Source: an optimization exercise on an open RTL-to-GDS flow (aim: small area, a short achievable clock period and few clock cycles). Production flows keep margins and buffers that such runs may drop. In this exercise RTL edits were held to simulation tests only and were not proved equivalent to the original. No activity file was given, so power comes from the tool's default toggle rates.

<file path="design.v">
module mscc_debounce #(
    parameter [31:0] T = 32'd0,
    parameter        TICK2 = 1'b0     
) (
    input  wire        clk,
    input  wire        clear,      
    input  wire        update,     
    input  wire        raw,
    input  wire [31:0] now,
    input  wire [31:7] now_hm1,    
    output reg         level,      
    output wire        level_n,    
    output wire        rise        
);
    reg        pend;
    reg [31:0] since;
    wire       el_in;
    wire [6:0] el_lo;
    mscc_elapsed #(.K(7)) el (.now(now), .now_hm1(now_hm1), .t(since),
        .in_range(el_in), .lo(el_lo));
    wire        exp_c = pend && !(el_in && el_lo < T[6:0]);
    reg         exp_r;
    always @(posedge clk)
        exp_r <= exp_c;
    wire        expired   = (T == 32'd0) || (TICK2 ? exp_r : exp_c);
    assign level_n = (raw != level && expired) ? raw : level;
    assign rise    = !level && level_n;
    always @(posedge clk) begin
        if (clear) begin
            level <= 1'b0;
            pend  <= 1'b0;      
        end else if (update) begin
            if (raw == level) begin
                pend <= 1'b0;
            end else if (expired) begin
                level <= raw;
                pend  <= 1'b0;
            end else if (!pend) begin
                pend  <= 1'b1;
            end
        end
    end
    always @(posedge clk)
        if (!pend)
            since <= now;
endmodule
module mscc_elapsed #(
    parameter integer K = 7
) (
    input  wire [31:0]  now,
    input  wire [31:K]  now_hm1,
    input  wire [31:0]  t,
    output wire         in_range,
    output wire [K-1:0] lo
);
    wire [K:0] d_lo = {1'b0, now[K-1:0]} - {1'b0, t[K-1:0]};
    assign lo     = d_lo[K-1:0];
    assign in_range = d_lo[K] ? (now_hm1 == t[31:K]) : (now[31:K] == t[31:K]);
endmodule
module mscc_dec #(
    parameter integer W = 8
) (
    input  wire [W-1:0] a,
    output wire [W-1:0] y
);
    genvar i;
    generate
        for (i = 0; i < W; i = i + 1) begin : b
            if (i == 0) begin : lsb
                assign y[i] = !a[i];
            end else begin : upper
                assign y[i] = a[i] ^ !(|a[i-1:0]);
            end
        end
    endgenerate
endmodule
module mscc_unit #(
    parameter TICK2 = 1'b0          
) (
    input  wire        clk,
    input  wire        rst,            
    input  wire [31:0] now,
    input  wire [31:7] now_hm1,        
    input  wire        do_init,
    input  wire        do_estop,
    input  wire        do_start,       
    input  wire        do_stop,        
    input  wire        do_reset_req,   
    input  wire        do_clear_req,   
    input  wire        do_set_amp,
    input  wire [6:0]  amp_val,
    input  wire        do_set_sim,
    input  wire        sim_val,
    input  wire        do_inject,
    input  wire [4:0]  inj_val,
    input  wire        do_force,
    input  wire [2:0]  force_val,      
    input  wire        do_update,      
    input  wire        comm_lost,      
    input  wire        iso_stop,       
    input  wire        freq_we,        
    input  wire [15:0] freq_pulses,
    input  wire [15:0] freq_window,
    input  wire [3:0]  phys_bits,
    input  wire [15:0] phys_power,
    input  wire [3:0]  sim_bits,
    input  wire [15:0] sim_power,
    output reg  [2:0]  state,
    output reg  [4:0]  faults,
    output reg  [2:0]  pending,
    output reg         pulse,
    output reg         running,
    output reg         locked,
    output reg         comm_ok,
    output reg         sim,
    output reg         start_out,
    output reg         reset_out,
    output reg  [6:0]  amp,
    output reg  [15:0] power,          
    output reg         power_valid,
    output reg  [15:0] fq_pulses,      
    output reg  [15:0] fq_window,      
    output reg         fq_valid,
    output reg  [15:0] start_count,
    output reg  [15:0] fault_count,
    output wire        start_ok,       
    output wire        stop_ok,        
    output wire        reset_ok,       
    output wire        clear_ok,       
    output wire        safe,
    output wire [15:0] status_word,
    output wire [2:0]  upd_state,
    output wire [4:0]  upd_faults,
    output wire        upd_running
);
    localparam [2:0] U_IDLE = 3'd0, U_STARTING = 3'd1, U_RUNNING = 3'd2,
                     U_STOPPING = 3'd3, U_FAULT = 3'd4, U_UNKNOWN = 3'd5;
    localparam [2:0] P_NONE = 3'd0, P_START = 3'd1, P_STOP = 3'd2,
                     P_RESET = 3'd3, P_CLEAR = 3'd4;
    localparam [31:0] T_START_DELAY = 32'd100;
    localparam [31:0] T_STOP_SETTLE = 32'd100;
    localparam [31:0] T_RESET_PULSE = 32'd50;
    localparam [6:0]  AMP_RESET     = 7'd20;
    reg [31:0] t_state;
    reg [4:0]  inj;
    assign start_ok = (state == U_IDLE) && (faults == 5'd0) &&
                      (pending == P_NONE || pending == P_START);
    assign stop_ok  = ((state == U_STARTING || state == U_RUNNING) &&
                       (pending == P_NONE || pending == P_STOP)) ||
                      (state == U_IDLE && pending == P_START);
    wire [4:0] lvl;       
    wire [4:0] lvl_n;     
    wire [4:0] rise;
    assign reset_ok = (state == U_FAULT) && (faults == 5'b00001) && !lvl[0] &&
                      !pulse && (pending == P_NONE || pending == P_RESET);
    assign clear_ok = (state == U_FAULT) && !pulse &&
                      (pending == P_NONE || pending == P_CLEAR) &&
                      (faults == 5'd0 || (faults & 5'b11110) != 5'd0) &&
                      ((faults & lvl) == 5'd0);
    assign safe = (state == U_IDLE || state == U_FAULT) && !start_out && !reset_out;
    assign status_word = {(pending != P_NONE) || pulse, safe, reset_out, start_out,
                          sim, comm_ok, locked, running, faults, state};
    wire [3:0]  s_bits_c = sim ? sim_bits : phys_bits;
    reg  [3:0]  s_bits_r;
    always @(posedge clk)
        s_bits_r <= s_bits_c;
    wire [3:0]  s_bits = TICK2 ? s_bits_r : s_bits_c;
    wire [15:0] s_power = sim ? sim_power : phys_power;
    wire s_ovl  = s_bits[0];
    wire s_lock = s_bits[1];
    wire s_hw   = s_bits[2];
    wire s_wd   = s_bits[3];
    wire [4:0] raw = {s_wd, s_hw, comm_lost, (state == U_RUNNING) && !s_lock, s_ovl};
    wire       deb_clear = rst || do_init;
    mscc_debounce #(.T(32'd50), .TICK2(TICK2)) deb_ovl (.clk(clk), .clear(deb_clear), .update(do_update),
        .raw(raw[0]), .now(now), .now_hm1(now_hm1), .level(lvl[0]), .level_n(lvl_n[0]), .rise(rise[0]));
    mscc_debounce #(.T(32'd50), .TICK2(TICK2)) deb_ful (.clk(clk), .clear(deb_clear), .update(do_update),
        .raw(raw[1]), .now(now), .now_hm1(now_hm1), .level(lvl[1]), .level_n(lvl_n[1]), .rise(rise[1]));
    mscc_debounce #(.T(32'd0), .TICK2(TICK2)) deb_comm (.clk(clk), .clear(deb_clear), .update(do_update),
        .raw(raw[2]), .now(now), .now_hm1(now_hm1), .level(lvl[2]), .level_n(lvl_n[2]), .rise(rise[2]));
    mscc_debounce #(.T(32'd0), .TICK2(TICK2)) deb_hw (.clk(clk), .clear(deb_clear), .update(do_update),
        .raw(raw[3]), .now(now), .now_hm1(now_hm1), .level(lvl[3]), .level_n(lvl_n[3]), .rise(rise[3]));
    mscc_debounce #(.T(32'd0), .TICK2(TICK2)) deb_wd (.clk(clk), .clear(deb_clear), .update(do_update),
        .raw(raw[4]), .now(now), .now_hm1(now_hm1), .level(lvl[4]), .level_n(lvl_n[4]), .rise(rise[4]));
    wire [4:0]  new_f   = (rise | inj) & ~faults;
    wire [4:0]  faults1 = faults | new_f;
    wire [2:0]  new_cnt = {2'b00, new_f[0]} + {2'b00, new_f[1]} + {2'b00, new_f[2]} +
                          {2'b00, new_f[3]} + {2'b00, new_f[4]};
    wire        el_in;
    wire [6:0]  el_lo;
    mscc_elapsed #(.K(7)) el (.now(now), .now_hm1(now_hm1), .t(t_state),
        .in_range(el_in), .lo(el_lo));
    wire        el_ge_pulse_c = !(el_in && el_lo < T_RESET_PULSE[6:0]);
    wire        el_ge_100_c   = !(el_in && el_lo < T_START_DELAY[6:0]);
    reg         el_ge_pulse_r, el_ge_100_r;
    always @(posedge clk) begin
        el_ge_pulse_r <= el_ge_pulse_c;
        el_ge_100_r   <= el_ge_100_c;
    end
    wire        el_ge_pulse = TICK2 ? el_ge_pulse_r : el_ge_pulse_c;
    wire        el_ge_100   = TICK2 ? el_ge_100_r : el_ge_100_c;
    wire        el_ge_start = el_ge_100;
    wire        el_ge_stop  = el_ge_100;
    wire        all_clear = (faults1 & lvl_n) == 5'd0;
    reg [2:0]  n_state;
    reg [4:0]  n_faults;
    reg [2:0]  n_pending;
    reg        n_pulse, n_running, n_start_out, n_reset_out;
    reg [31:0] n_t_state;
    reg [15:0] n_start_count;
    always @* begin
        n_state       = state;
        n_faults      = faults1;
        n_pending     = pending;
        n_pulse       = pulse;
        n_running     = running;
        n_start_out   = start_out;
        n_reset_out   = reset_out;
        n_t_state     = t_state;
        n_start_count = start_count;
        if (state == U_UNKNOWN || (faults1 != 5'd0 && state != U_FAULT)) begin
            n_state     = U_FAULT;
            n_start_out = 1'b0;
            n_reset_out = 1'b0;
            n_pulse     = 1'b0;
            n_running   = 1'b0;
            n_pending   = P_NONE;
            n_t_state   = now;
        end else begin
            case (state)
                U_FAULT: begin
                    if (pulse) begin
                        if (el_ge_pulse) begin
                            n_pulse     = 1'b0;
                            n_reset_out = 1'b0;
                            if (faults1 == 5'b00001 && !lvl_n[0]) begin
                                n_faults  = 5'd0;
                                n_state   = U_IDLE;
                                n_t_state = now;
                            end
                        end
                    end else if (pending == P_RESET) begin
                        n_pending = P_NONE;
                        if (faults1 == 5'b00001 && !lvl_n[0]) begin
                            n_pulse     = 1'b1;
                            n_reset_out = 1'b1;
                            n_t_state   = now;
                        end
                    end else if (pending == P_CLEAR) begin
                        n_pending = P_NONE;
                        if (all_clear) begin
                            n_faults = faults1 & 5'b00001;
                            if ((faults1 & 5'b00001) == 5'd0) begin
                                n_state   = U_IDLE;
                                n_t_state = now;
                            end
                        end
                    end
                end
                U_IDLE: begin
                    if (pending == P_START) begin
                        n_pending     = P_NONE;
                        n_state       = U_STARTING;
                        n_start_out   = 1'b1;
                        n_t_state     = now;
                        n_start_count = start_count + 16'd1;
                    end
                end
                U_STARTING: begin
                    if (pending == P_STOP) begin
                        n_pending   = P_NONE;
                        n_state     = U_STOPPING;
                        n_start_out = 1'b0;
                        n_t_state   = now;
                    end else if (el_ge_start) begin
                        n_state   = U_RUNNING;
                        n_running = 1'b1;
                    end
                end
                U_RUNNING: begin
                    if (pending == P_STOP) begin
                        n_pending   = P_NONE;
                        n_state     = U_STOPPING;
                        n_start_out = 1'b0;
                        n_t_state   = now;
                    end
                end
                U_STOPPING: begin
                    if (el_ge_stop) begin
                        n_state   = U_IDLE;
                        n_running = 1'b0;
                    end
                end
                default: ;
            endcase
        end
    end
    assign upd_state   = n_state;
    assign upd_faults  = n_faults;
    assign upd_running = n_running;
    wire stop_ok_n = ((n_state == U_STARTING || n_state == U_RUNNING) &&
                      (n_pending == P_NONE || n_pending == P_STOP)) ||
                     (n_state == U_IDLE && n_pending == P_START);
    always @(posedge clk) begin
        if (rst || do_init) begin
            state       <= rst ? U_UNKNOWN : U_IDLE;
            faults      <= 5'd0;
            pending     <= P_NONE;
            pulse       <= 1'b0;
            running     <= 1'b0;
            locked      <= 1'b0;
            comm_ok     <= !rst;
            sim         <= 1'b0;
            start_out   <= 1'b0;
            reset_out   <= 1'b0;
            amp         <= AMP_RESET;
            power_valid <= 1'b0;
            fq_valid    <= 1'b0;
            start_count <= 16'd0;
            fault_count <= 16'd0;
            t_state     <= now;    
            inj         <= 5'd0;
        end else begin
            if (do_estop) begin
                start_out <= 1'b0;
                reset_out <= 1'b0;
                pulse     <= 1'b0;
                running   <= 1'b0;
                pending   <= P_NONE;
                state     <= (state == U_FAULT || state == U_UNKNOWN) ? U_FAULT : U_IDLE;
                t_state   <= now;
            end
            if (do_start)
                pending <= P_START;
            if (do_stop && stop_ok)
                pending <= (state == U_IDLE) ? P_NONE : P_STOP;
            if (do_reset_req)
                pending <= P_RESET;
            if (do_clear_req)
                pending <= P_CLEAR;
            if (do_set_amp)
                amp <= amp_val;
            if (do_set_sim)
                sim <= sim_val;
            if (do_inject)
                inj <= inj | inj_val;
            if (do_force) begin
                state     <= force_val;
                pending   <= P_NONE;
                pulse     <= 1'b0;
                reset_out <= 1'b0;
                start_out <= (force_val == U_STARTING || force_val == U_RUNNING);
                running   <= (force_val == U_RUNNING || force_val == U_STOPPING);
                t_state   <= now;
            end
            if (freq_we)
                fq_valid <= 1'b1;
            if (do_update) begin
                power_valid <= 1'b1;
                locked      <= s_lock;
                comm_ok     <= !comm_lost;
                inj         <= 5'd0;
                fault_count <= fault_count + {13'd0, new_cnt};
                state       <= n_state;
                faults      <= n_faults;
                pending     <= (iso_stop && stop_ok_n) ?
                               ((n_state == U_IDLE) ? P_NONE : P_STOP) : n_pending;
                pulse       <= n_pulse;
                running     <= n_running;
                start_out   <= n_start_out;
                reset_out   <= n_reset_out;
                t_state     <= n_t_state;
                start_count <= n_start_count;
            end
        end
    end
    always @(posedge clk) begin
        if (freq_we) begin
            fq_pulses <= freq_pulses;
            fq_window <= freq_window;
        end
        if (do_update)
            power <= s_power;
    end
endmodule
module mscc (
    input  wire        clk,
    input  wire        rst_n,             
    input  wire        cmd_valid,
    input  wire [31:0] cmd_word,
    input  wire [31:0] cmd_now,
    input  wire        comm_seen,
    input  wire [3:0]  phys_overload,
    input  wire [3:0]  phys_lock,
    input  wire [3:0]  phys_hw_fault,
    input  wire [3:0]  phys_wd_fault,
    input  wire [63:0] phys_power_raw,
    input  wire [63:0] phys_pulse_count,
    input  wire [63:0] phys_window_ms,
    input  wire [3:0]  sim_overload,
    input  wire [3:0]  sim_lock,
    input  wire [3:0]  sim_hw_fault,
    input  wire [3:0]  sim_wd_fault,
    input  wire [63:0] sim_power_raw,
    input  wire [63:0] sim_pulse_count,
    input  wire [63:0] sim_window_ms,
    output wire        res_valid,
    output wire [31:0] res_word,
    output wire [3:0]  start_out,
    output wire [3:0]  reset_out,
    output wire [7:0]  duty
);
    localparam [7:0] OP_NOP = 8'h00, OP_INIT = 8'h01, OP_TICK = 8'h02, OP_READ_REG = 8'h03,
                     OP_START = 8'h10, OP_STOP = 8'h11, OP_SET_AMP = 8'h12, OP_RESET_OVL = 8'h13,
                     OP_CLEAR_FAULTS = 8'h14, OP_GET_STATUS = 8'h15, OP_IS_SAFE = 8'h16,
                     OP_AMP_BCAST = 8'h17, OP_COORD_START = 8'h20, OP_CONFIRM = 8'h21,
                     OP_COORD_STOP = 8'h22, OP_UNIT_START = 8'h23, OP_UNIT_STOP = 8'h24,
                     OP_REPORT_FAULT = 8'h25, OP_ESTOP = 8'h26, OP_SET_INHIBIT = 8'h27,
                     OP_REARM = 8'h28, OP_SET_SIM = 8'h30, OP_INJECT_FAULT = 8'h31,
                     OP_FORCE_STATE = 8'h32;
    localparam [3:0] R_OK = 4'd0, R_ILLEGAL_OPCODE = 4'd1, R_RESERVED_FIELD = 4'd2,
                     R_BAD_INDEX = 4'd3, R_BAD_VALUE = 4'd4, R_BAD_STATE = 4'd5,
                     R_INHIBITED = 4'd6, R_NOT_INIT = 4'd7, R_LOCKED_OUT = 4'd8;
    localparam [2:0] M_IDLE = 3'd0, M_COORD_START = 3'd1, M_RUNNING = 3'd2,
                     M_ESTOP = 3'd3, M_FAULT_ISO = 3'd4;
    localparam [2:0] U_IDLE = 3'd0, U_STARTING = 3'd1, U_RUNNING = 3'd2,
                     U_STOPPING = 3'd3, U_FAULT = 3'd4, U_UNKNOWN = 3'd5;
    localparam [2:0] P_NONE = 3'd0, P_START = 3'd1, P_STOP = 3'd2,
                     P_RESET = 3'd3, P_CLEAR = 3'd4;
    localparam [31:0] T_COMM_TIMEOUT = 32'd1000;
    localparam [31:0] T_SEQ_TIMEOUT  = 32'd500;
    localparam [1:0] S_IDLE = 2'd0, S_TICK = 2'd1, S_DIV = 2'd2, S_DRESP = 2'd3;
    localparam integer DK = 2;
    localparam         TICK2 = 1'b1;
    localparam integer DSTEPS = 16 / DK;
    wire rst = !rst_n;
    reg [1:0]  fsm;
    reg        initialized;
    reg [31:0] last_comm;
    reg        comm_lost;
    reg [7:0]  duty_r;
    reg [7:0]  order;         
    reg [6:0]  bcast;
    reg [2:0]  m_state;
    reg        inhibit;
    reg [3:0]  active, confirmed, faulted, stop_wait;
    reg [31:0] t_start_seq, t_stop_seq;
    reg        lf_valid, lf_timeout;
    reg [1:0]  lf_ch;
    reg [4:0]  lf_mask;
    reg        respond, do_tick;
    reg [3:0]  r_code;
    reg [15:0] r_val_c;     
    wire [15:0] r_val;      
    assign res_valid = cmd_valid && respond;
    assign res_word  = {r_val, 12'd0, r_code};
    assign duty      = duty_r;
    wire [31:7]  now_hm7;
    wire [31:10] now_hm10;
    mscc_dec #(.W(25)) dec7  (.a(cmd_now[31:7]),  .y(now_hm7));
    mscc_dec #(.W(22)) dec10 (.a(cmd_now[31:10]), .y(now_hm10));
    wire       lc_in, ss_in, sp_in;
    wire [9:0] lc_lo, ss_lo, sp_lo;
    mscc_elapsed #(.K(10)) el_lc (.now(cmd_now), .now_hm1(now_hm10), .t(last_comm),
        .in_range(lc_in), .lo(lc_lo));
    mscc_elapsed #(.K(10)) el_ss (.now(cmd_now), .now_hm1(now_hm10), .t(t_start_seq),
        .in_range(ss_in), .lo(ss_lo));
    mscc_elapsed #(.K(10)) el_sp (.now(cmd_now), .now_hm1(now_hm10), .t(t_stop_seq),
        .in_range(sp_in), .lo(sp_lo));
    wire comm_timeout = !(lc_in && lc_lo < T_COMM_TIMEOUT[9:0]);
    wire start_seq_to = !(ss_in && ss_lo < T_SEQ_TIMEOUT[9:0]);
    wire stop_seq_to  = !(sp_in && sp_lo < T_SEQ_TIMEOUT[9:0]);
    reg  comm_lost_r, start_seq_to_r, stop_seq_to_r;
    always @(posedge clk) begin
        comm_lost_r    <= !comm_seen && comm_timeout;
        start_seq_to_r <= start_seq_to;
        stop_seq_to_r  <= stop_seq_to;
    end
    wire comm_lost_t    = TICK2 ? comm_lost_r : (!comm_seen && comm_timeout);
    wire start_seq_to_t = TICK2 ? start_seq_to_r : start_seq_to;
    wire stop_seq_to_t  = TICK2 ? stop_seq_to_r : stop_seq_to;
    wire [11:0]  u_state;
    wire [19:0]  u_faults;
    wire [11:0]  u_pending;
    wire [3:0]   u_pulse, u_running, u_locked, u_comm_ok, u_sim;
    wire [27:0]  u_amp;
    wire [63:0]  u_power;
    wire [63:0]  u_fq_pulses, u_fq_window;
    wire [3:0]   u_power_valid, u_fq_valid;
    wire [11:0]  upd_state;
    wire [19:0]  upd_faults;
    wire [3:0]   upd_running;
    wire [63:0]  u_start_count, u_fault_count;
    wire [3:0]   u_start_ok, u_stop_ok, u_reset_ok, u_clear_ok, u_safe;
    wire [63:0]  u_status;
    reg        c_init, c_estop, c_update;
    reg [3:0]  c_start, c_stop, c_reset_req, c_clear_req, c_set_amp, c_set_sim, c_inject, c_force;
    reg [6:0]  c_amp;
    reg [2:0]  c_force_state;
    reg [3:0]  c_freq_we;
    reg        c_iso_stop;
    reg        comm_lost_n;
    genvar gi;
    generate
        for (gi = 0; gi < 4; gi = gi + 1) begin : unit
            mscc_unit #(.TICK2(TICK2)) u (
                .clk(clk), .rst(rst), .now(cmd_now), .now_hm1(now_hm7),
                .do_init(c_init), .do_estop(c_estop),
                .do_start(c_start[gi]), .do_stop(c_stop[gi]),
                .do_reset_req(c_reset_req[gi]), .do_clear_req(c_clear_req[gi]),
                .do_set_amp(c_set_amp[gi]), .amp_val(c_amp),
                .do_set_sim(c_set_sim[gi]), .sim_val(cmd_word[0]),
                .do_inject(c_inject[gi]), .inj_val(cmd_word[4:0]),
                .do_force(c_force[gi]), .force_val(c_force_state),
                .do_update(c_update), .comm_lost(comm_lost_n),
                .iso_stop(c_iso_stop),
                .freq_we(c_freq_we[gi]),
                .freq_pulses(u_sim[gi] ? sim_pulse_count[16*gi +: 16] : phys_pulse_count[16*gi +: 16]),
                .freq_window(u_sim[gi] ? sim_window_ms[16*gi +: 16] : phys_window_ms[16*gi +: 16]),
                .phys_bits({phys_wd_fault[gi], phys_hw_fault[gi], phys_lock[gi], phys_overload[gi]}),
                .phys_power(phys_power_raw[16*gi +: 16]),
                .sim_bits({sim_wd_fault[gi], sim_hw_fault[gi], sim_lock[gi], sim_overload[gi]}),
                .sim_power(sim_power_raw[16*gi +: 16]),
                .state(u_state[3*gi +: 3]), .faults(u_faults[5*gi +: 5]),
                .pending(u_pending[3*gi +: 3]), .pulse(u_pulse[gi]),
                .running(u_running[gi]), .locked(u_locked[gi]), .comm_ok(u_comm_ok[gi]),
                .sim(u_sim[gi]), .start_out(start_out[gi]), .reset_out(reset_out[gi]),
                .amp(u_amp[7*gi +: 7]), .power(u_power[16*gi +: 16]),
                .power_valid(u_power_valid[gi]),
                .fq_pulses(u_fq_pulses[16*gi +: 16]), .fq_window(u_fq_window[16*gi +: 16]),
                .fq_valid(u_fq_valid[gi]),
                .start_count(u_start_count[16*gi +: 16]),
                .fault_count(u_fault_count[16*gi +: 16]),
                .start_ok(u_start_ok[gi]), .stop_ok(u_stop_ok[gi]),
                .reset_ok(u_reset_ok[gi]), .clear_ok(u_clear_ok[gi]),
                .safe(u_safe[gi]), .status_word(u_status[16*gi +: 16]),
                .upd_state(upd_state[3*gi +: 3]), .upd_faults(upd_faults[5*gi +: 5]),
                .upd_running(upd_running[gi])
            );
        end
    endgenerate
    reg        dv_mul;         
    reg        dv_first;       
    reg [15:0] dv_r;           
    reg [15:0] dv_nq;          
    reg [15:0] dv_w;           
    wire       dv_sat_n = dv_r >= dv_w;    
    reg [2:0]  dv_cnt;
    reg [15:0] dv_r_n, dv_nq_n;
    reg [16:0] dv_shift;
    reg [17:0] dv_diff;
    integer    di;
    always @* begin
        dv_r_n  = dv_r;
        dv_nq_n = dv_nq;
        for (di = 0; di < DK; di = di + 1) begin
            dv_shift = {dv_r_n, dv_nq_n[15]};
            dv_diff  = {1'b0, dv_shift} - {2'b00, dv_w};
            if (!dv_diff[17]) begin
                dv_r_n  = dv_diff[15:0];
                dv_nq_n = {dv_nq_n[14:0], 1'b1};
            end else begin
                dv_r_n  = dv_shift[15:0];
                dv_nq_n = {dv_nq_n[14:0], 1'b0};
            end
        end
    end
    wire [7:0]  op  = cmd_word[31:24];
    wire [3:0]  idx = cmd_word[23:20];
    wire [3:0]  msk = cmd_word[19:16];
    wire [15:0] dat = cmd_word[15:0];
    wire [1:0]  ch  = idx[1:0];
    wire [6:0] amp_clamped = ($signed(dat) < 16'sd20)  ? 7'd20 :
                             ($signed(dat) > 16'sd100) ? 7'd100 : dat[6:0];
    wire fmask_ok = (dat[15:5] == 11'd0) && (dat[4:0] != 5'd0);
    wire [3:0] gate_code = (m_state == M_ESTOP || m_state == M_FAULT_ISO) ? R_LOCKED_OUT :
                           inhibit ? R_INHIBITED : R_OK;
    reg [3:0] is_idle, is_run, is_fault, is_active_state, rearm_ok;
    integer k;
    always @* begin
        for (k = 0; k < 4; k = k + 1) begin
            is_idle[k]         = u_state[3*k +: 3] == U_IDLE;
            is_run[k]          = u_state[3*k +: 3] == U_RUNNING;
            is_fault[k]        = u_state[3*k +: 3] == U_FAULT;
            is_active_state[k] = u_state[3*k +: 3] == U_STARTING ||
                                 u_state[3*k +: 3] == U_RUNNING ||
                                 u_state[3*k +: 3] == U_STOPPING;
            rearm_ok[k]        = is_idle[k] && u_faults[5*k +: 5] == 5'd0 &&
                                 u_pending[3*k +: 3] == P_NONE;
        end
    end
    wire [3:0]  run_mask  = u_running;
    wire [2:0]  run_count = {2'b00, run_mask[0]} + {2'b00, run_mask[1]} +
                            {2'b00, run_mask[2]} + {2'b00, run_mask[3]};
    wire [2:0]  blk_off   = dat[6:4] - 3'd2;
    wire        ch_block  = (dat[15:7] == 9'd0) && (dat[6:4] >= 3'd2) && (dat[6:4] <= 3'd5);
    wire [1:0]  rch       = blk_off[1:0];
    wire [2:0]  rpend     = u_pending[3*rch +: 3];
    wire [15:0] rpulses   = u_fq_valid[rch] ? u_fq_pulses[16*rch +: 16] : 16'd0;
    wire [15:0] rwindow   = u_fq_valid[rch] ? u_fq_window[16*rch +: 16] : 16'd1;
    wire [25:0] rp625     = {dv_nq, 9'd0} + {3'd0, dv_nq, 7'd0} - {6'd0, dv_nq, 4'd0} +
                            {10'd0, dv_nq};
    wire [29:0] rprod     = {rp625, 4'd0};
    wire        ch_blk_lo = (dat[6:4] >= 3'd2) && (dat[6:4] <= 3'd5);
    wire        reg_hit   = (dat[15:7] == 9'd0) &&
                            ((dat[6:4] == 3'd0 && dat[3:0] <= 4'h6) ||
                             (dat[6:1] == 6'b001000) ||
                             (ch_blk_lo && dat[3:0] <= 4'h9));
    reg         reg_hit_c;
    reg  [15:0] reg_val;
    always @* begin
        reg_hit_c = 1'b1;
        reg_val = 16'd0;
        if (dat[6:4] == 3'd0) begin
            case (dat[3:0])
                4'h0: reg_val = {13'd0, run_count};
                4'h1: reg_val = {12'd0, run_mask};
                4'h2: reg_val = {13'd0, m_state};
                4'h3: reg_val = {stop_wait, faulted, confirmed, active};
                4'h4: reg_val = {8'd0, duty_r};
                4'h5: reg_val = {lf_valid, lf_timeout, 5'd0, lf_mask, 2'd0, lf_ch};
                4'h6: reg_val = {12'd0, stop_wait != 4'd0, m_state == M_COORD_START,
                                 comm_lost, initialized};
                default: reg_hit_c = 1'b0;
            endcase
        end else if (dat[6:4] == 3'd1) begin
            reg_val = dat[0] ? {9'd0, bcast} : {15'd0, inhibit};
        end else if (ch_blk_lo) begin
            case (dat[3:0])
                4'h0: reg_val = {12'd0, rpend == P_CLEAR, rpend == P_RESET || u_pulse[rch],
                                 rpend == P_STOP, rpend == P_START};
                4'h1: reg_val = {9'd0, u_amp[7*rch +: 7]};
                4'h2: reg_val = u_power_valid[rch] ? u_power[16*rch +: 16] : 16'd0;
                4'h3: reg_val = 16'd0;      
                4'h4: reg_val = {11'd0, u_faults[5*rch +: 5]};
                4'h5: reg_val = {6'd0, rch, u_pulse[rch], u_safe[rch], reset_out[rch],
                                 start_out[rch], u_sim[rch], u_comm_ok[rch], u_locked[rch],
                                 u_running[rch]};
                4'h6: reg_val = {13'd0, u_state[3*rch +: 3]};
                4'h7: reg_val = u_start_count[16*rch +: 16];
                4'h8: reg_val = u_fault_count[16*rch +: 16];
                4'h9: reg_val = {rpend != P_NONE || u_pulse[rch], u_safe[rch], reset_out[rch],
                                 start_out[rch], u_sim[rch], u_comm_ok[rch], u_locked[rch],
                                 u_running[rch], u_faults[5*rch +: 5], u_state[3*rch +: 3]};
                default: reg_hit_c = 1'b0;
            endcase
        end else begin
            reg_hit_c = 1'b0;
        end
    end
    reg [1:0]  win_ch;
    reg        any_run;
    integer    j;
    always @* begin
        win_ch  = 2'd0;
        any_run = 1'b0;
        for (j = 3; j >= 0; j = j - 1) begin
            if (upd_running[order[2*j +: 2]]) begin
                win_ch  = order[2*j +: 2];
                any_run = 1'b1;
            end
        end
    end
    wire [6:0]  win_amp   = u_amp[7*win_ch +: 7];
    function [7:0] duty_of(input [6:0] a);
        case (a)
            7'd0: duty_of = 8'd0;
            7'd1: duty_of = 8'd2;
            7'd2: duty_of = 8'd5;
            7'd3: duty_of = 8'd7;
            7'd4: duty_of = 8'd10;
            7'd5: duty_of = 8'd12;
            7'd6: duty_of = 8'd15;
            7'd7: duty_of = 8'd17;
            7'd8: duty_of = 8'd20;
            7'd9: duty_of = 8'd22;
            7'd10: duty_of = 8'd25;
            7'd11: duty_of = 8'd28;
            7'd12: duty_of = 8'd30;
            7'd13: duty_of = 8'd33;
            7'd14: duty_of = 8'd35;
            7'd15: duty_of = 8'd38;
            7'd16: duty_of = 8'd40;
            7'd17: duty_of = 8'd43;
            7'd18: duty_of = 8'd45;
            7'd19: duty_of = 8'd48;
            7'd20: duty_of = 8'd51;
            7'd21: duty_of = 8'd53;
            7'd22: duty_of = 8'd56;
            7'd23: duty_of = 8'd58;
            7'd24: duty_of = 8'd61;
            7'd25: duty_of = 8'd63;
            7'd26: duty_of = 8'd66;
            7'd27: duty_of = 8'd68;
            7'd28: duty_of = 8'd71;
            7'd29: duty_of = 8'd73;
            7'd30: duty_of = 8'd76;
            7'd31: duty_of = 8'd79;
            7'd32: duty_of = 8'd81;
            7'd33: duty_of = 8'd84;
            7'd34: duty_of = 8'd86;
            7'd35: duty_of = 8'd89;
            7'd36: duty_of = 8'd91;
            7'd37: duty_of = 8'd94;
            7'd38: duty_of = 8'd96;
            7'd39: duty_of = 8'd99;
            7'd40: duty_of = 8'd102;
            7'd41: duty_of = 8'd104;
            7'd42: duty_of = 8'd107;
            7'd43: duty_of = 8'd109;
            7'd44: duty_of = 8'd112;
            7'd45: duty_of = 8'd114;
            7'd46: duty_of = 8'd117;
            7'd47: duty_of = 8'd119;
            7'd48: duty_of = 8'd122;
            7'd49: duty_of = 8'd124;
            7'd50: duty_of = 8'd127;
            7'd51: duty_of = 8'd130;
            7'd52: duty_of = 8'd132;
            7'd53: duty_of = 8'd135;
            7'd54: duty_of = 8'd137;
            7'd55: duty_of = 8'd140;
            7'd56: duty_of = 8'd142;
            7'd57: duty_of = 8'd145;
            7'd58: duty_of = 8'd147;
            7'd59: duty_of = 8'd150;
            7'd60: duty_of = 8'd153;
            7'd61: duty_of = 8'd155;
            7'd62: duty_of = 8'd158;
            7'd63: duty_of = 8'd160;
            7'd64: duty_of = 8'd163;
            7'd65: duty_of = 8'd165;
            7'd66: duty_of = 8'd168;
            7'd67: duty_of = 8'd170;
            7'd68: duty_of = 8'd173;
            7'd69: duty_of = 8'd175;
            7'd70: duty_of = 8'd178;
            7'd71: duty_of = 8'd181;
            7'd72: duty_of = 8'd183;
            7'd73: duty_of = 8'd186;
            7'd74: duty_of = 8'd188;
            7'd75: duty_of = 8'd191;
            7'd76: duty_of = 8'd193;
            7'd77: duty_of = 8'd196;
            7'd78: duty_of = 8'd198;
            7'd79: duty_of = 8'd201;
            7'd80: duty_of = 8'd204;
            7'd81: duty_of = 8'd206;
            7'd82: duty_of = 8'd209;
            7'd83: duty_of = 8'd211;
            7'd84: duty_of = 8'd214;
            7'd85: duty_of = 8'd216;
            7'd86: duty_of = 8'd219;
            7'd87: duty_of = 8'd221;
            7'd88: duty_of = 8'd224;
            7'd89: duty_of = 8'd226;
            7'd90: duty_of = 8'd229;
            7'd91: duty_of = 8'd232;
            7'd92: duty_of = 8'd234;
            7'd93: duty_of = 8'd237;
            7'd94: duty_of = 8'd239;
            7'd95: duty_of = 8'd242;
            7'd96: duty_of = 8'd244;
            7'd97: duty_of = 8'd247;
            7'd98: duty_of = 8'd249;
            7'd99: duty_of = 8'd252;
            7'd100: duty_of = 8'd255;
            7'd101: duty_of = 8'd1;
            7'd102: duty_of = 8'd4;
            7'd103: duty_of = 8'd6;
            7'd104: duty_of = 8'd9;
            7'd105: duty_of = 8'd11;
            7'd106: duty_of = 8'd14;
            7'd107: duty_of = 8'd16;
            7'd108: duty_of = 8'd19;
            7'd109: duty_of = 8'd21;
            7'd110: duty_of = 8'd24;
            7'd111: duty_of = 8'd27;
            7'd112: duty_of = 8'd29;
            7'd113: duty_of = 8'd32;
            7'd114: duty_of = 8'd34;
            7'd115: duty_of = 8'd37;
            7'd116: duty_of = 8'd39;
            7'd117: duty_of = 8'd42;
            7'd118: duty_of = 8'd44;
            7'd119: duty_of = 8'd47;
            7'd120: duty_of = 8'd50;
            7'd121: duty_of = 8'd52;
            7'd122: duty_of = 8'd55;
            7'd123: duty_of = 8'd57;
            7'd124: duty_of = 8'd60;
            7'd125: duty_of = 8'd62;
            7'd126: duty_of = 8'd65;
            7'd127: duty_of = 8'd67;
            default: duty_of = 8'd0;
        endcase
    endfunction
    wire [7:0]  duty_arb  = any_run ? duty_of(win_amp) : 8'd0;
    function [7:0] order_front(input [7:0] ord, input [1:0] c);
        reg [1:0] p;
        integer q;
        begin
            p = 2'd0;
            for (q = 0; q < 4; q = q + 1)
                if (ord[2*q +: 2] == c) p = q[1:0];
            order_front[1:0] = c;
            order_front[3:2] = (p >= 2'd1) ? ord[1:0] : ord[3:2];
            order_front[5:4] = (p >= 2'd2) ? ord[3:2] : ord[5:4];
            order_front[7:6] = (p == 2'd3) ? ord[5:4] : ord[7:6];
        end
    endfunction
    reg [1:0]  n_fsm;
    reg        n_initialized, n_comm_lost;
    reg [31:0] n_last_comm;
    reg [7:0]  n_duty, n_order;
    reg [6:0]  n_bcast;
    reg [2:0]  n_m_state;
    reg        n_inhibit;
    reg [3:0]  n_active, n_confirmed, n_faulted, n_stop_wait;
    reg [31:0] n_t_start_seq, n_t_stop_seq;
    reg        n_lf_valid, n_lf_timeout;
    reg [1:0]  n_lf_ch;
    reg [4:0]  n_lf_mask;
    reg        iso, iso_to;
    reg [3:0]  iso_ch_mask;
    reg [1:0]  iso_ch;
    reg [4:0]  iso_mask;
    reg        op_known, use_idx, use_msk, use_dat, pre_init_ok;
    reg [3:0]  added;
    reg [3:0]  poll, conf1, sw1, stop_msk, up_idle, up_run, up_fault;
    reg [2:0]  st1;
    reg [2:0]  fs;
    integer    i;
    always @* begin
        n_fsm         = fsm;
        r_code        = R_OK;
        r_val_c         = 16'd0;
        respond       = 1'b0;
        n_initialized = initialized;
        n_comm_lost   = comm_lost;
        n_last_comm   = last_comm;
        n_duty        = duty_r;
        n_order       = order;
        n_bcast       = bcast;
        n_m_state     = m_state;
        n_inhibit     = inhibit;
        n_active      = active;
        n_confirmed   = confirmed;
        n_faulted     = faulted;
        n_stop_wait   = stop_wait;
        n_t_start_seq = t_start_seq;
        n_t_stop_seq  = t_stop_seq;
        n_lf_valid    = lf_valid;
        n_lf_timeout  = lf_timeout;
        n_lf_ch       = lf_ch;
        n_lf_mask     = lf_mask;
        c_init = 1'b0; c_estop = 1'b0; c_update = 1'b0;
        c_start = 4'd0; c_stop = 4'd0; c_reset_req = 4'd0; c_clear_req = 4'd0;
        c_set_amp = 4'd0; c_set_sim = 4'd0; c_inject = 4'd0; c_force = 4'd0;
        c_amp = amp_clamped;
        c_force_state = (dat[2:0] >= 3'd6) ? U_UNKNOWN : dat[2:0];
        c_freq_we = 4'd0;
        c_iso_stop = 1'b0;
        do_tick    = 1'b0;
        comm_lost_n = comm_lost;
        for (i = 0; i < 4; i = i + 1) begin
            up_idle[i]  = upd_state[3*i +: 3] == U_IDLE;
            up_run[i]   = upd_state[3*i +: 3] == U_RUNNING;
            up_fault[i] = upd_state[3*i +: 3] == U_FAULT;
        end
        iso = 1'b0; iso_to = 1'b0; iso_ch_mask = 4'd0; iso_ch = 2'd0; iso_mask = 5'd0;
        added = 4'd0; poll = 4'd0; conf1 = confirmed; sw1 = stop_wait; st1 = m_state;
        stop_msk = 4'd0; fs = 3'd0;
        op_known = 1'b1; use_idx = 1'b0; use_msk = 1'b0; use_dat = 1'b0;
        case (op)
            OP_NOP, OP_INIT, OP_TICK, OP_ESTOP, OP_REARM: ;
            OP_READ_REG, OP_AMP_BCAST, OP_SET_INHIBIT: use_dat = 1'b1;
            OP_START, OP_STOP, OP_RESET_OVL, OP_CLEAR_FAULTS, OP_GET_STATUS, OP_IS_SAFE,
            OP_CONFIRM, OP_UNIT_START, OP_UNIT_STOP: use_idx = 1'b1;
            OP_SET_AMP, OP_REPORT_FAULT, OP_SET_SIM, OP_INJECT_FAULT, OP_FORCE_STATE: begin
                use_idx = 1'b1;
                use_dat = 1'b1;
            end
            OP_COORD_START, OP_COORD_STOP: use_msk = 1'b1;
            default: op_known = 1'b0;
        endcase
        pre_init_ok = (op == OP_NOP || op == OP_INIT || op == OP_READ_REG ||
                       op == OP_GET_STATUS || op == OP_IS_SAFE);
        case (fsm)
            S_IDLE: if (cmd_valid) begin
                respond = 1'b1;
                if (!op_known)
                    r_code = R_ILLEGAL_OPCODE;
                else if ((!use_idx && idx != 4'd0) || (!use_msk && msk != 4'd0) ||
                         (!use_dat && dat != 16'd0))
                    r_code = R_RESERVED_FIELD;
                else if (!initialized && !pre_init_ok)
                    r_code = R_NOT_INIT;
                else if (use_idx && idx > 4'd3)
                    r_code = R_BAD_INDEX;
                else begin
                    case (op)
                        OP_NOP: ;
                        OP_INIT: begin
                            c_init        = 1'b1;
                            n_initialized = 1'b1;
                            n_last_comm   = cmd_now;
                            n_comm_lost   = 1'b0;
                            n_duty        = 8'd0;
                            n_order       = 8'b11_10_01_00;
                            n_bcast       = 7'd0;
                            n_m_state     = M_IDLE;
                            n_inhibit     = 1'b0;
                            n_active      = 4'd0;
                            n_confirmed   = 4'd0;
                            n_faulted     = 4'd0;
                            n_stop_wait   = 4'd0;
                            n_t_start_seq = cmd_now;
                            n_t_stop_seq  = cmd_now;
                            n_lf_valid    = 1'b0;
                            n_lf_timeout  = 1'b0;
                            n_lf_ch       = 2'd0;
                            n_lf_mask     = 5'd0;
                        end
                        OP_TICK: begin
                            if (TICK2) begin
                                respond = 1'b0;
                                n_fsm   = S_TICK;
                            end else
                                do_tick = 1'b1;
                        end
                        OP_READ_REG: begin
                            if (!reg_hit) r_code = R_BAD_VALUE;
                            else if (ch_block && dat[3:0] == 4'h3) begin
                                respond = 1'b0;
                                n_fsm   = S_DIV;
                            end else
                                r_val_c  = reg_val;
                        end
                        OP_START: begin
                            if (gate_code != R_OK)   r_code = gate_code;
                            else if (!u_start_ok[ch]) r_code = R_BAD_STATE;
                            else                     c_start[ch] = 1'b1;
                        end
                        OP_STOP: begin
                            if (!u_stop_ok[ch]) r_code = R_BAD_STATE;
                            else                c_stop[ch] = 1'b1;
                        end
                        OP_SET_AMP: begin
                            c_set_amp[ch] = 1'b1;
                            n_order       = order_front(order, ch);
                        end
                        OP_RESET_OVL: begin
                            if (!u_reset_ok[ch]) r_code = R_BAD_STATE;
                            else                 c_reset_req[ch] = 1'b1;
                        end
                        OP_CLEAR_FAULTS: begin
                            if (!u_clear_ok[ch]) r_code = R_BAD_STATE;
                            else                 c_clear_req[ch] = 1'b1;
                        end
                        OP_GET_STATUS: r_val_c = u_status[16*ch +: 16];
                        OP_IS_SAFE:    r_val_c = {15'd0, u_safe[ch]};
                        OP_AMP_BCAST: begin
                            c_set_amp = 4'b1111;
                            n_order   = 8'b00_01_10_11;
                            n_bcast   = amp_clamped;
                        end
                        OP_COORD_START: begin
                            if (msk == 4'd0)                         r_code = R_BAD_VALUE;
                            else if (gate_code != R_OK)              r_code = gate_code;
                            else if (m_state != M_IDLE)              r_code = R_BAD_STATE;
                            else if ((msk & ~u_start_ok) != 4'd0)    r_code = R_BAD_STATE;
                            else begin
                                c_start       = msk;
                                n_m_state     = M_COORD_START;
                                n_active      = msk;
                                n_confirmed   = 4'd0;
                                n_t_start_seq = cmd_now;
                            end
                        end
                        OP_CONFIRM: begin
                            if (m_state != M_COORD_START || !active[ch] || !is_run[ch])
                                r_code = R_BAD_STATE;
                            else
                                n_confirmed[ch] = 1'b1;
                        end
                        OP_COORD_STOP, OP_UNIT_STOP: begin
                            stop_msk = (op == OP_COORD_STOP) ? msk : (4'b0001 << ch);
                            if (op == OP_COORD_STOP && msk == 4'd0)
                                r_code = R_BAD_VALUE;
                            else if (op == OP_COORD_STOP &&
                                     !(m_state == M_RUNNING || m_state == M_COORD_START))
                                r_code = R_BAD_STATE;
                            else if (op == OP_UNIT_STOP && m_state != M_RUNNING)
                                r_code = R_BAD_STATE;
                            else begin
                                c_stop = stop_msk;
                                added  = stop_msk & is_active_state & ~stop_wait;
                                n_stop_wait = stop_wait | added;
                                n_active    = active & ~stop_msk;
                                n_confirmed = confirmed & ~stop_msk;
                                if (added != 4'd0) n_t_stop_seq = cmd_now;
                            end
                        end
                        OP_UNIT_START: begin
                            if (gate_code != R_OK)          r_code = gate_code;
                            else if (m_state != M_RUNNING)  r_code = R_BAD_STATE;
                            else if (!u_start_ok[ch])       r_code = R_BAD_STATE;
                            else begin
                                c_start[ch]  = 1'b1;
                                n_active[ch] = 1'b1;
                            end
                        end
                        OP_REPORT_FAULT: begin
                            if (!fmask_ok)
                                r_code = R_BAD_VALUE;
                            else if (m_state == M_ESTOP) begin
                                n_faulted[ch] = 1'b1;
                                n_lf_valid    = 1'b1;
                                n_lf_timeout  = 1'b0;
                                n_lf_ch       = ch;
                                n_lf_mask     = dat[4:0];
                            end else begin
                                iso         = 1'b1;
                                iso_ch_mask = 4'b0001 << ch;
                                iso_ch      = ch;
                                iso_mask    = dat[4:0];
                            end
                        end
                        OP_ESTOP: begin
                            c_estop     = 1'b1;
                            n_duty      = 8'd0;
                            n_m_state   = M_ESTOP;
                            n_active    = 4'd0;
                            n_confirmed = 4'd0;
                            n_stop_wait = 4'd0;
                        end
                        OP_SET_INHIBIT: begin
                            if (dat > 16'd1) r_code = R_BAD_VALUE;
                            else             n_inhibit = dat[0];
                        end
                        OP_REARM: begin
                            if (m_state != M_FAULT_ISO || rearm_ok != 4'b1111)
                                r_code = R_BAD_STATE;
                            else begin
                                n_m_state = M_IDLE;
                                n_faulted = 4'd0;
                            end
                        end
                        OP_SET_SIM: begin
                            if (dat > 16'd1) r_code = R_BAD_VALUE;
                            else             c_set_sim[ch] = 1'b1;
                        end
                        OP_INJECT_FAULT: begin
                            if (!fmask_ok) r_code = R_BAD_VALUE;
                            else           c_inject[ch] = 1'b1;
                        end
                        OP_FORCE_STATE: begin
                            fs = c_force_state;
                            if (dat > 16'd7)
                                r_code = R_BAD_VALUE;
                            else if ((fs == U_STARTING || fs == U_RUNNING || fs == U_STOPPING) &&
                                     gate_code != R_OK)
                                r_code = gate_code;
                            else
                                c_force[ch] = 1'b1;
                        end
                        default: ;
                    endcase
                end
            end
            S_TICK: do_tick = 1'b1;
            S_DIV: begin
                if (dv_mul) begin
                end else if (dv_first && dv_sat_n) begin
                    respond = 1'b1;
                    r_val_c   = 16'hFFFF;
                end else if (dv_cnt == 3'd0)
                    n_fsm   = S_DRESP;
            end
            S_DRESP: begin
                respond = 1'b1;
                r_val_c   = dv_nq;
            end
        endcase
        if (do_tick) begin
                respond = 1'b1;
                for (i = 0; i < 4; i = i + 1)
                    c_freq_we[i] = (u_sim[i] ? sim_window_ms[16*i +: 16]
                                             : phys_window_ms[16*i +: 16]) != 16'd0;
                if (comm_seen) n_last_comm = cmd_now;
                comm_lost_n = comm_lost_t;
                n_comm_lost = comm_lost_n;
                c_update    = 1'b1;
                n_duty  = duty_arb;
                if (m_state != M_ESTOP) begin
                    poll = up_fault & ~faulted;
                    if (poll != 4'd0) begin
                        iso         = 1'b1;
                        iso_ch_mask = poll;
                        for (i = 0; i < 4; i = i + 1)
                            if (poll[i]) iso_ch = i[1:0];
                        iso_mask = upd_faults[5*iso_ch +: 5];
                    end else if (m_state != M_FAULT_ISO) begin
                        conf1 = confirmed | (active & up_run);
                        sw1   = stop_wait & ~up_idle;
                        n_confirmed = conf1;
                        n_stop_wait = sw1;
                        if ((m_state == M_COORD_START || m_state == M_RUNNING) &&
                            active == 4'd0 && sw1 == 4'd0) begin
                            n_m_state = M_IDLE;
                        end else begin
                            st1 = (m_state == M_COORD_START && conf1 == active) ? M_RUNNING : m_state;
                            n_m_state = st1;
                            if (st1 == M_COORD_START && start_seq_to_t) begin
                                iso    = 1'b1;
                                iso_to = 1'b1;
                            end else if (sw1 != 4'd0 && stop_seq_to_t) begin
                                iso    = 1'b1;
                                iso_to = 1'b1;
                            end
                        end
                    end
                end
            end
        if (iso) begin
            c_iso_stop   = c_update;
            n_m_state    = M_FAULT_ISO;
            n_faulted    = faulted | iso_ch_mask;
            n_lf_valid   = 1'b1;
            n_lf_timeout = iso_to;
            n_lf_ch      = iso_ch;
            n_lf_mask    = iso_mask;
            c_stop       = c_update ? 4'b0000 : 4'b1111;    
            n_active     = 4'd0;
            n_confirmed  = 4'd0;
            n_stop_wait  = 4'd0;
        end
        if (respond) begin
            n_fsm = S_IDLE;
            if (c_update)
                r_val_c = {1'b0, n_m_state, upd_state};
            if (r_code != R_OK) begin
                r_val_c = 16'd0;
            end
        end
    end
    wire rv_read = (op == OP_READ_REG) && (idx == 4'd0) && (msk == 4'd0) && reg_hit;
    wire rv_unit = (idx[3:2] == 2'b00) && (msk == 4'd0) && (dat == 16'd0);
    wire rv_stat = (op == OP_GET_STATUS) && rv_unit;
    wire rv_safe = (op == OP_IS_SAFE) && rv_unit;
    wire [15:0] r_val_idle = rv_read ? reg_val :
                             rv_stat ? u_status[16*ch +: 16] :
                             rv_safe ? {15'd0, u_safe[ch]} : 16'd0;
    assign r_val = (fsm == S_IDLE)  ? r_val_idle :
                   (fsm == S_TICK)  ? {1'b0, n_m_state, upd_state} :
                   (fsm == S_DRESP) ? dv_nq : 16'hFFFF;
    always @(posedge clk) begin
        last_comm   <= n_last_comm;
        t_start_seq <= n_t_start_seq;
        t_stop_seq  <= n_t_stop_seq;
    end
    always @(posedge clk) begin
        if (rst) begin
            fsm         <= S_IDLE;
            initialized <= 1'b0;
            comm_lost   <= 1'b0;
            duty_r      <= 8'd0;
            order       <= 8'b11_10_01_00;
            bcast       <= 7'd0;
            m_state     <= M_IDLE;
            inhibit     <= 1'b0;
            active      <= 4'd0;
            confirmed   <= 4'd0;
            faulted     <= 4'd0;
            stop_wait   <= 4'd0;
            lf_valid    <= 1'b0;
            lf_timeout  <= 1'b0;
            lf_ch       <= 2'd0;
            lf_mask     <= 5'd0;
        end else begin
            fsm         <= n_fsm;
            initialized <= n_initialized;
            comm_lost   <= n_comm_lost;
            duty_r      <= n_duty;
            order       <= n_order;
            bcast       <= n_bcast;
            m_state     <= n_m_state;
            inhibit     <= n_inhibit;
            active      <= n_active;
            confirmed   <= n_confirmed;
            faulted     <= n_faulted;
            stop_wait   <= n_stop_wait;
            lf_valid    <= n_lf_valid;
            lf_timeout  <= n_lf_timeout;
            lf_ch       <= n_lf_ch;
            lf_mask     <= n_lf_mask;
            if (fsm == S_IDLE) begin
                dv_mul   <= 1'b1;
                dv_nq    <= rpulses;
                dv_w     <= rwindow;
            end else if (fsm == S_DIV && dv_mul) begin
                dv_mul   <= 1'b0;
                dv_first <= 1'b1;
                dv_r     <= {2'b00, rprod[29:16]};
                dv_nq    <= rprod[15:0];
                dv_cnt   <= DSTEPS - 1;
            end else if (fsm == S_DIV) begin
                dv_first <= 1'b0;
                dv_r     <= dv_r_n;
                dv_nq    <= dv_nq_n;
                dv_cnt   <= dv_cnt - 3'd1;
            end
        end
    end
endmodule
</file>
<file path="run.sh">
#!/bin/bash
# synth_recipe.tcl (not shown) runs the flow's synth.tcl, then flattens the netlist and writes it again
# the make line also repeats each setting of config.mk as NAME=value (left out here)
make -C /OpenROAD-flow-scripts/flow DESIGN_CONFIG=/design/flow/config.mk WORK_HOME=/design/flow/orfs CLKGATE_MAP_FILE= SYNTH_SCRIPT=/design/flow/synth_recipe.tcl finish
</file>
<file path="config.mk">
export PLATFORM = sky130hd
export DESIGN_NAME = mscc
export DESIGN_NICKNAME = mscc
export VERILOG_FILES = /design/flow/design.v
export SDC_FILE = /design/flow/constraint.sdc
export NUM_CORES = 4
export LEC_CHECK = 0
export ABC_AREA = 1
export CAP_MARGIN = 20
export CORE_MARGIN = 2
export CORE_UTILIZATION = 55
export PLACE_DENSITY = 0.7
export SETUP_SLACK_MARGIN = 5
export SLEW_MARGIN = 20
</file>
<file path="constraint.sdc">
create_clock -name core_clock -period 12.0 [get_ports {clk}]
set_input_delay 2.4000 -clock core_clock [delete_from_list [all_inputs] [get_ports {clk}]]
set_output_delay 2.4000 -clock core_clock [all_outputs]
set_load 0.01 [all_outputs]
</file>
==> summary.md, run 1 <==
| Metric | Value |
|---|---|
| Vias per inst | `~6.4` |
| Hold Path Origin | `unit[3].u.inj[1]$_SDFFE_PP0P_` |
| CORE AREA | `approximately 130000 um2` |
| Worst Setup Start Kind | `input port` |
| H-tree Lvls | `3` |
| Buf+Inv Stages, Crit Path | `6` |
| Top Metal Used | `met5` |
| Synth cell types | `93` |
| Top cell type's share of synthesized area | `0.299` |
| CP max-delay cell | `a221o_1` |
| Post-synthesis cell count | `9144` |
| Clock Sinks | `between 1000 and 1500` |
| Met2 WL post-DR | `~140000 um` |
| DRT Wirelength | `between 300000 and 400000 um` |
| Layout Nets | `approximately 11000` |
| Fillers | `approximately 9900` |
| Die width | `about 360 um` |
| RSZ-0062 raised after global routing | `yes` |
| Metal3 WL | `approximately 44000 um` |
| Vias in the first global route | `69800` |
| Initial core utilization | `0.555` |
| CTS buffer count | `between 100 and 150` |
| Most frequent cells in the layout | `2068 x nand2_1, 1008 x inv_1, 850 x o21ai_0` |
| Initial antenna violation count | `26` |
| Sequential share of power | `0.417` |
| CTS root buf | `clkbuf_16` |
| CP max stage delay | `between 0.4 and 0.5 ns` |
| Dominant synthesized flop cell | `edfxtp_1` |
| Share of layout cells above drive strength 1 | `0.120` |
| Int Power | `7.07 mW` |
| I/O Pins | `533` |
| TNS Setup | `0 ns` |
| Buffers on Ports | `520` |
| CP required | `9.60 ns` |
| Worst path top cell family by delay | `compound AO/OA/AOI/OAI gates` |
| Yosys warns | `4` |
| CP endpoint kind | `output port` |
| CTS Buffer Depth | `3` |
| Hold Crit Class | `reg2reg` |
| Register Area | `just under 30000 um2` |
| # rows | `between 100 and 150` |
| Flops & latches, synth | `between 1000 and 1500` |
| Synth top area cells | `edfxtp_1 30%, nand2_1 11%, dfxtp_1 11%` |
| Asr flop ratio synth | `0` |
| CTS tree | `yes` |
| Synthesized cell area | `71000 um2` |
| Worst R2R Start | `dv_nq[15]$_DFFE_PP_` |
| Final Max Slew Viols | `0` |
| Gate power share | `0.180` |
| First-pass GRT wire length | `459000 um` |
| Fin. Hold Viols | `0` |
| Global Route Usage Sum | `0.473` |
| Detailed placer's ending HPWL | `234000 um` |
| Clk latency of the worst-skew pair | `just over 0.8 ns` |
| Multi-input logic area | `about 38000 um2` |
| Synth area leader | `edfxtp_1` |
| Setup ws final | `4.51 ns` |
| Layout Skew | `around 0.11 ns` |
| Final Setup Violations | `0` |
| Commonest non-fill, non-tap cell in the layout | `nand2_1` |
| Worst slew pin tran | `roughly 1.3 ns` |
| Max Clock Freq | `134 MHz` |
| Clock Power Share | `0.402` |
| DRC Markers | `0` |
| Status | `finished clean` |
| Pwr Density | `115 nW/um2` |
| GP Congestion | `roughly 1.1` |
| Fin crit share | `0.624` |
| P_leak | `about 35 nW` |
| Crit path from | `cmd_word[4]` |
| Peak supply drop | `roughly 0.00014 V` |
| Routed WL per cell | `28.2 um` |
| Clock slew seen by the registers of the worst setup and hold paths | `about 0.060 ns` |
| Via Count | `roughly 74000` |
| Post-synth EDFFs | `706` |
| Switch Pwr | `2.91 mW` |
| Max-Cap Viols | `0` |
| Pwr Total | `between 9 and 10 mW` |
| Post-route ant nets | `0` |
| Sw Share | `0.292` |
| Pre-CTS WS | `between 1.5 and 2 ns` |
| Crit path arrival time | `slightly above 5 ns` |
| Syn avg cell area | `7.76 um2` |
| First-iteration detailed-routing DRC count | `roughly 12000` |
| Die ar. | `~130000 um2` |
| Metal1 wirelength | `approximately 110000 um` |
| Global route overflow | `0` |
| Synth-to-Final Area Change | `21.8%` |
| Sequential share of the synthesized area | `0.408` |
| CP cell instances | `buf_6 -> buf_12 -> buf_4 -> nor2_4 -> buf_6 -> buf_8 -> nand2_1 -> nand4_1 -> nand2_1 -> nand4_1 -> a221o_1 -> a221oi_2 -> o31ai_4 -> buf_2` |
| Max_slew headroom | `0.145` |
| Final min period | `~7.5 ns` |
| Die height | `363 um` |
| Largest net degree at the start of global routing | `92` |
| Crit path max fanout | `44` |
| DR pass1 iterations | `10` |
| Setup CP Type | `in2out` |
## state kept, by name, indices dropped and copies added, names as in the netlist, 20 cells and up
| signal | cells |
|---|---|
| unit.u.fq_pulses | 64 |
| unit.u.amp | 28 |
| unit.u.deb_ovl.since | 128 |
| last_comm | 32 |
| t_stop_seq | 32 |
| unit.u.inj | 20 |
| unit.u.faults | 20 |
| unit.u.start_count | 64 |
| unit.u.fault_count | 64 |
| unit.u.t_state | 128 |
| t_start_seq | 32 |
| unit.u.fq_window | 64 |
| unit.u.deb_ful.since | 128 |
| unit.u.power | 64 |
## per-layer routing
layer,GRT usage,vias up
met3,0.141,1470
met5,0.000363,-
met4,0.321,14
li1,-,32400
met1,0.584,34800
met2,0.714,5832
## power by group through the flow
| stage | combinational (mW) | sequential, mW | clock [mW] |
|---|---|---|---|
| after floorplan | 1.01 | 4.22 | 0 |
| final | 1.80 | 4.17 | 4.02 |
| after CTS | 1.70 | 4.16 | 3.99 |
| after global placement | 1.54 | 4.24 | 0 |
| after detailed placement | 1.61 | 4.24 | 0 |
| after global routing | 1.91 | 4.17 | 4.14 |
## worst register-to-register path, delay by kind of cell, from the launching register on
family                   cells  cell delay (ns)
AND/OR/NAND/NOR             16             1.78
adder cells (fa/ha/maj)      2             0.67
flip-flops                   1             0.64
buffers and inverters        6             1.39
AO/OA/AOI/OAI               11             1.64
## final cells by class
cell class              count  area share
clock buffers             155      0.0377
repair inverters            3    0.000376
flip-flops and latches   1094       0.335
multi-input cells        6533       0.437
clock inverters            66      0.0113
repair buffers            930       0.103
inverters                1124      0.0504
diodes                     17    0.000492
well taps                1662      0.0240
## repair_timing
action,in CTS,in global routing
gates resized for setup,538,142
endpoints found under the setup margin,61,67
cloned,12,8
setup buffers,178,68
hold buffers,0,0
pin swaps,104,73
## through the flow
| step | cells | hold WS (ns) | util | instance area, um2 |
|---|---|---|---|---|
| global route | 11600 | 0.491 | 0.676 | 86500 |
| detailed placement | 11100 | 0.442 | 0.611 | 78100 |
| CTS | 11500 | 0.470 | 0.667 | 85300 |
| floorplan | 9155 | 0.413 | - | 71100 |
| finish | 11600 | 0.468 | 0.676 | 86500 |
| global placement | 11100 | 0.430 | 0.611 | 78100 |
## cells by family after synthesis
kind of cell / after synthesis / share of synthesized area
fa+ha+maj: 322 / 0.0618
flops: 1094 / 0.408
xor+xnor: 405 / 0.0500
mux: 4 / 0.000564
other cells: 1 / 0.0000528
buf+inv: 1530 / 0.0840
simple gates: 3689 / 0.224
compound gates: 2099 / 0.171
## Yosys cell counts, types with 30 or more instances
library cell	instances
o22ai_1	152
fa_1	48
a211oi_1	42
o21ai_0	884
a31oi_1	60
o221ai_1	32
xnor2_1	128
nand2_1	2095
nand2_2	31
o21ai_1	38
ha_1	274
nor2_2	32
nand3_1	302
buf_2	38
o211ai_1	61
inv_2	40
xor2_1	277
o2111ai_1	30
nand4_1	119
a221oi_1	41
a21oi_1	536
dfxtp_1	388
clkbuf_1	284
inv_1	1064
nor4_1	80
edfxtp_1	706
or2_2	77
a22oi_1	76
nor3_1	170
buf_1	48
nor2_1	669
## final timing paths
kind | slack [ns] | depth (start not counted) | to
min | 0.47 | 2 | unit[3].u.inj[1]$_SDFFE_PP0P_
min reg2reg | 0.47 | 2 | unit[3].u.inj[1]$_SDFFE_PP0P_
max | 4.51 | 14 | res_word[29]
max reg2reg | 5.61 | 35 | dv_r[8]$_DFFE_PP_
Testbench counts, summed over its fixed seeds: cycles 33,098.
==> run 2, diff against run 1 <==
==> flow/run.sh (new file) <==
#!/bin/bash
set -uo pipefail
export BUFFER_PORTS_ARGS="-buffer_cell sky130_fd_sc_hd__buf_1"
export CTS_ARGS="-sink_clustering_enable -repair_clock_nets -dont_use_dummy_load"
bash standard.sh > standard_make.log 2>&1
status=$?
tail -n 40 standard_make.log
exit $status
==> standard.sh (new file) <==
#!/bin/bash
# synth_recipe.tcl (not shown) runs the flow's synth.tcl, then flattens the netlist and writes it again
# the make line also repeats each setting of config.mk as NAME=value (left out here)
make -C /OpenROAD-flow-scripts/flow DESIGN_CONFIG=/design/flow/config.mk WORK_HOME=/design/flow/orfs CLKGATE_MAP_FILE= SYNTH_SCRIPT=/design/flow/synth_recipe.tcl "${@:-finish}"
--- a/config.mk
+++ b/config.mk
@@ -7,3 +7,2 @@
 export LEC_CHECK = 0
-export ABC_AREA = 1
 export CAP_MARGIN = 20
removed: run.sh
==> run 2 against run 1 <==
  * Sequential power hardly changed
  * Fmax down 3.5%
  * Core utilization decreased by 4.4 points
  * Routed wire length decreased by 7.0%
  * Via count is 12% lower
  * Still clean
  * Cell count fell by 16%
  * First-iteration DRC count is 23% lower
==> summary.md, run 2 <==
| Metric | Value |
|---|---|
| Worst slew pin tran | `between 1 and 1.5 ns` |
| Buffers on Ports | `520` |
| Most frequent cells in the layout | `720 x nor2_1, 706 x edfxtp_1, 542 x nand2_1` |
| CTS tree | `yes` |
| Pwr Density | `between 100 and 150 nW/um2` |
| CTS root buf | `clkbuf_16` |
| Switch Pwr | `2.50 mW` |
| Share of layout cells above drive strength 1 | `0.155` |
| Status | `finished clean` |
| Yosys warns | `4` |
| Top cell type's share of synthesized area | `0.296` |
| Setup CP Type | `reg2out` |
| Largest net degree at the start of global routing | `approximately 100` |
| Clock Sinks | `1094` |
| P_leak | `between 20 and 30 nW` |
| Global Route Usage Sum | `0.441` |
| Max Clock Freq | `approximately 130 MHz` |
| Synth top area cells | `edfxtp_1 30%, dfxtp_1 11%, mux2_2 5.2%` |
| Multi-input logic area | `a little over 40000 um2` |
| I/O Pins | `~530` |
| RSZ-0062 raised after global routing | `yes` |
| Placed Cells | `between 9000 and 10000` |
| Synthesized cell area | `a little over 70000 um2` |
| Syn avg cell area | `~9.6 um2` |
| Initial antenna violation count | `28` |
| Hold Crit Class | `reg2reg` |
| Final Max Slew Viols | `0` |
| Sw Share | `0.280` |
| Most numerous cell in the Yosys netlist | `nor2_1` |
| Sequential share of the synthesized area | `0.405` |
| Via Count | `65600` |
| Global route overflow | `0` |
| Vias in the first global route | `about 60000` |
| Synth Area in Adders | `0.0615` |
| Synth cell count leaders | `740 x nor2_1, 706 x edfxtp_1, 564 x nand2_1` |
| Fillers | `10600` |
| Crit path arrival time | `5.36 ns` |
| Post-synth EDFFs | `approximately 700` |
| Final std cells w/o fill | `9718` |
| Max_slew headroom | `0.117` |
| CORE AREA | `129000 um2` |
| Max-Cap Viols | `0` |
| Detailed placer's ending HPWL | `218000 um` |
| Commonest non-fill, non-tap cell in the layout | `nor2_1` |
| Int Power | `6.43 mW` |
| First-iteration detailed-routing DRC count | `9057` |
| Flops & latches, synth | `1094` |
| Cell mode on critical path | `nand2_8` |
| Layout Nets | `between 8000 and 9000` |
| Synth area leader | `edfxtp_1` |
| Die height | `between 300 and 400 um` |
| Largest family of logic cells by synthesized area | `compound AO/OA/AOI/OAI gates` |
| Die width | `~360 um` |
| Routed WL per cell | `31.3 um` |
| Clock slew seen by the registers of the worst setup and hold paths | `approximately 0.06 ns` |
| H-tree Lvls | `3` |
| Layout Skew | `around 0.11 ns` |
| GP Congestion | `roughly 1.0` |
| Vias per inst | `roughly 6.7` |
| Clock Power Share | `0.360` |
| Peak supply drop | `around 0.00017 V` |
| TNS Setup | `0 ns` |
| DRC Markers | `0` |
| CP endpoint kind | `output port` |
| Worst Setup Start Kind | `flop` |
| Asr flop ratio synth | `0` |
| Crit path max fanout | `7` |
| Gate power share | `0.175` |
| CP required | `roughly 9.6 ns` |
| # rows | `around 130` |
| Dominant synthesized flop cell | `edfxtp_1` |
| Synth-to-Final Area Change | `14.4%` |
| Register Area | `approximately 29000 um2` |
| Final Setup Violations | `0` |
| Sequential share of power | `0.465` |
| Fin. Hold Viols | `0` |
| Fin crit share | `0.646` |
| Initial core utilization | `0.553` |
| Largest regs | `unit.u.deb_ful.since (128), unit.u.deb_ovl.since (128), unit.u.t_state (128)` |
| CP cell instances | `buf_12 -> clkinvlp_4 -> nand2_8 -> buf_12 -> nand2_8 -> nand2_8 -> ha_4 -> or4_4 -> and4b_2 -> nand2_2 -> o22ai_4 -> nand2_4 -> o211a_1 -> nor4_4 -> o311ai_4 -> a211oi_2 -> a211oi_4 -> a2111oi_2 -> buf_4 -> a21oi_4 -> a21oi_4 -> buf_6` |
| CTS Buffer Depth | `3` |
| Final min period | `between 7 and 8 ns` |
| CP max stage delay | `roughly 0.5 ns` |
| Post-synthesis cell count | `about 7400` |
| Post-route ant nets | `0` |
| XOR/XNOR Fraction of Synth Area | `0.0876` |
| Die ar. | `approximately 130000 um2` |
| Mux contribution to synthesized area | `0.102` |
| CP max-delay cell | `or4_4` |
| CTS buffer count | `approximately 120` |
| First-pass GRT wire length | `approximately 420000 um` |
| Clk latency of the worst-skew pair | `0.78 ns` |
| Post-synthesis compound-gate area fraction | `0.150` |
| Simple-gate share of the synthesized area | `0.149` |
| Synth cell types | `about 110` |
| DRT Wirelength | `304000 um` |
| DR pass1 iterations | `7` |
==> run 2: final timing paths <==
path / slack [ns] / to / depth (start not counted) / from
worst max-delay path: 4.24 / res_word[28] / 22 / fsm[1]$_SDFFE_PP0P_
worst min-delay path: 0.47 / lf_valid$_SDFFE_PN0P_ / 2 / lf_valid$_SDFFE_PN0P_
worst max register to register: 5.25 / duty_r[3]$_SDFFE_PN0P_ / 24 / fsm[1]$_SDFFE_PP0P_
worst min register to register: 0.47 / lf_valid$_SDFFE_PN0P_ / 2 / lf_valid$_SDFFE_PN0P_
==> run 2: kinds of logic after synthesis <==
logic type | after synthesis
AND/OR/NAND/NOR | 2262
XOR/XNOR | 715
multiplexers | 533
AO/OA/AOI/OAI | 1663
flip-flops | 1094
adder cells (fa/ha/maj) | 323
other | 1
buffers and inverters | 823
==> run 2: layer usage <==
layer	up-vias	track usage	part of all wire
li1	28100	-	-
met1	31900	0.572	0.38
met2	4476	0.653	0.43
met3	1008	0.123	0.12
met4	32	0.269	0.073
met5	-	0.0116	0.0013
==> run 2: area by class of cell <==
type / count / area share
tap: 1742 / 0.0266
sequential: 1094 / 0.354
multi-input combinational: 5510 / 0.499
timing repair buffer: 843 / 0.0644
inverter: 389 / 0.0182
antenna: 17 / 0.000520
timing repair inverter: 2 / 0.000214
clock buffer: 121 / 0.0370
==> run 2: power groups by stage <==
stage / clock, mW / sequential (mW) / combinational, mW
after floorplan: 0 / 4.21 / 0.934
after global placement: 0 / 4.23 / 1.37
after detailed placement: 0 / 4.23 / 1.40
after CTS: 3.22 / 4.15 / 1.48
after global routing: 3.34 / 4.16 / 1.66
final: 3.21 / 4.16 / 1.56
==> run 2: what timing repair did <==
| item | CTS | global route |
|---|---|---|
| buffers inserted | 77 | 49 |
| gates cloned | 17 | 6 |
| gates resized for setup | 267 | 92 |
| hold buffers | 0 | 0 |
| pin swaps | 58 | 47 |
| endpoints found under the setup margin | 49 | 46 |
==> run 2: critical path, delay by kind of cell (launching register included) <==
family          cells  cell delay [ns]
compound gates      8             1.69
fa+ha+maj           1             0.19
buf+inv             5             0.71
flops               1             0.35
simple gates        8             1.71
==> run 2: stage by stage <==
stage | instance area (um2) | hold WS (ns) | utilization | total power, mW | worst slack, ns
after floorplan | 71700 | 0.432 | - | 5.14 | 4.93
after global placement | 75700 | 0.452 | 0.585 | 5.60 | 3.08
after detailed placement | 75700 | 0.462 | 0.585 | 5.63 | 2.98
after CTS | 80900 | 0.469 | 0.625 | 8.85 | 4.18
after global routing | 81800 | 0.494 | 0.632 | 9.16 | 4.13
final | 81800 | 0.473 | 0.632 | 8.93 | 4.24

-- re-timing with driven ports --
How much do the figures lean on ideal ports? The routed layouts below were timed once more, with nothing changed but the port constraints. Step 1 assumes that a clkbuf_16 drives the clock port and a buf_2 every other input. Step 2 adds t to the input delays and takes it off the output delays; t is the mean of the earliest and latest rising clock arrival at the registers after step 1. Input paths then give back, and output paths get back, about the clock's delay inside the block. Three values: ideal, step 1, step 2; two values: the first two.
run | t (ns) | slack for setup (ns) | worst register clock-pin slew, ns
run 1 | 0.867 | 4.511 / 4.468 / 3.928 | 0.07 / 0.07
run 2 | 0.814 | 4.242 / 4.156 / 4.239 | 0.07 / 0.07
After both steps setup and hold are still met in every run listed. For run 1, which loses most, drivers alone change the setup slack by -0.043 ns; drivers and shift together by -0.583 ns.
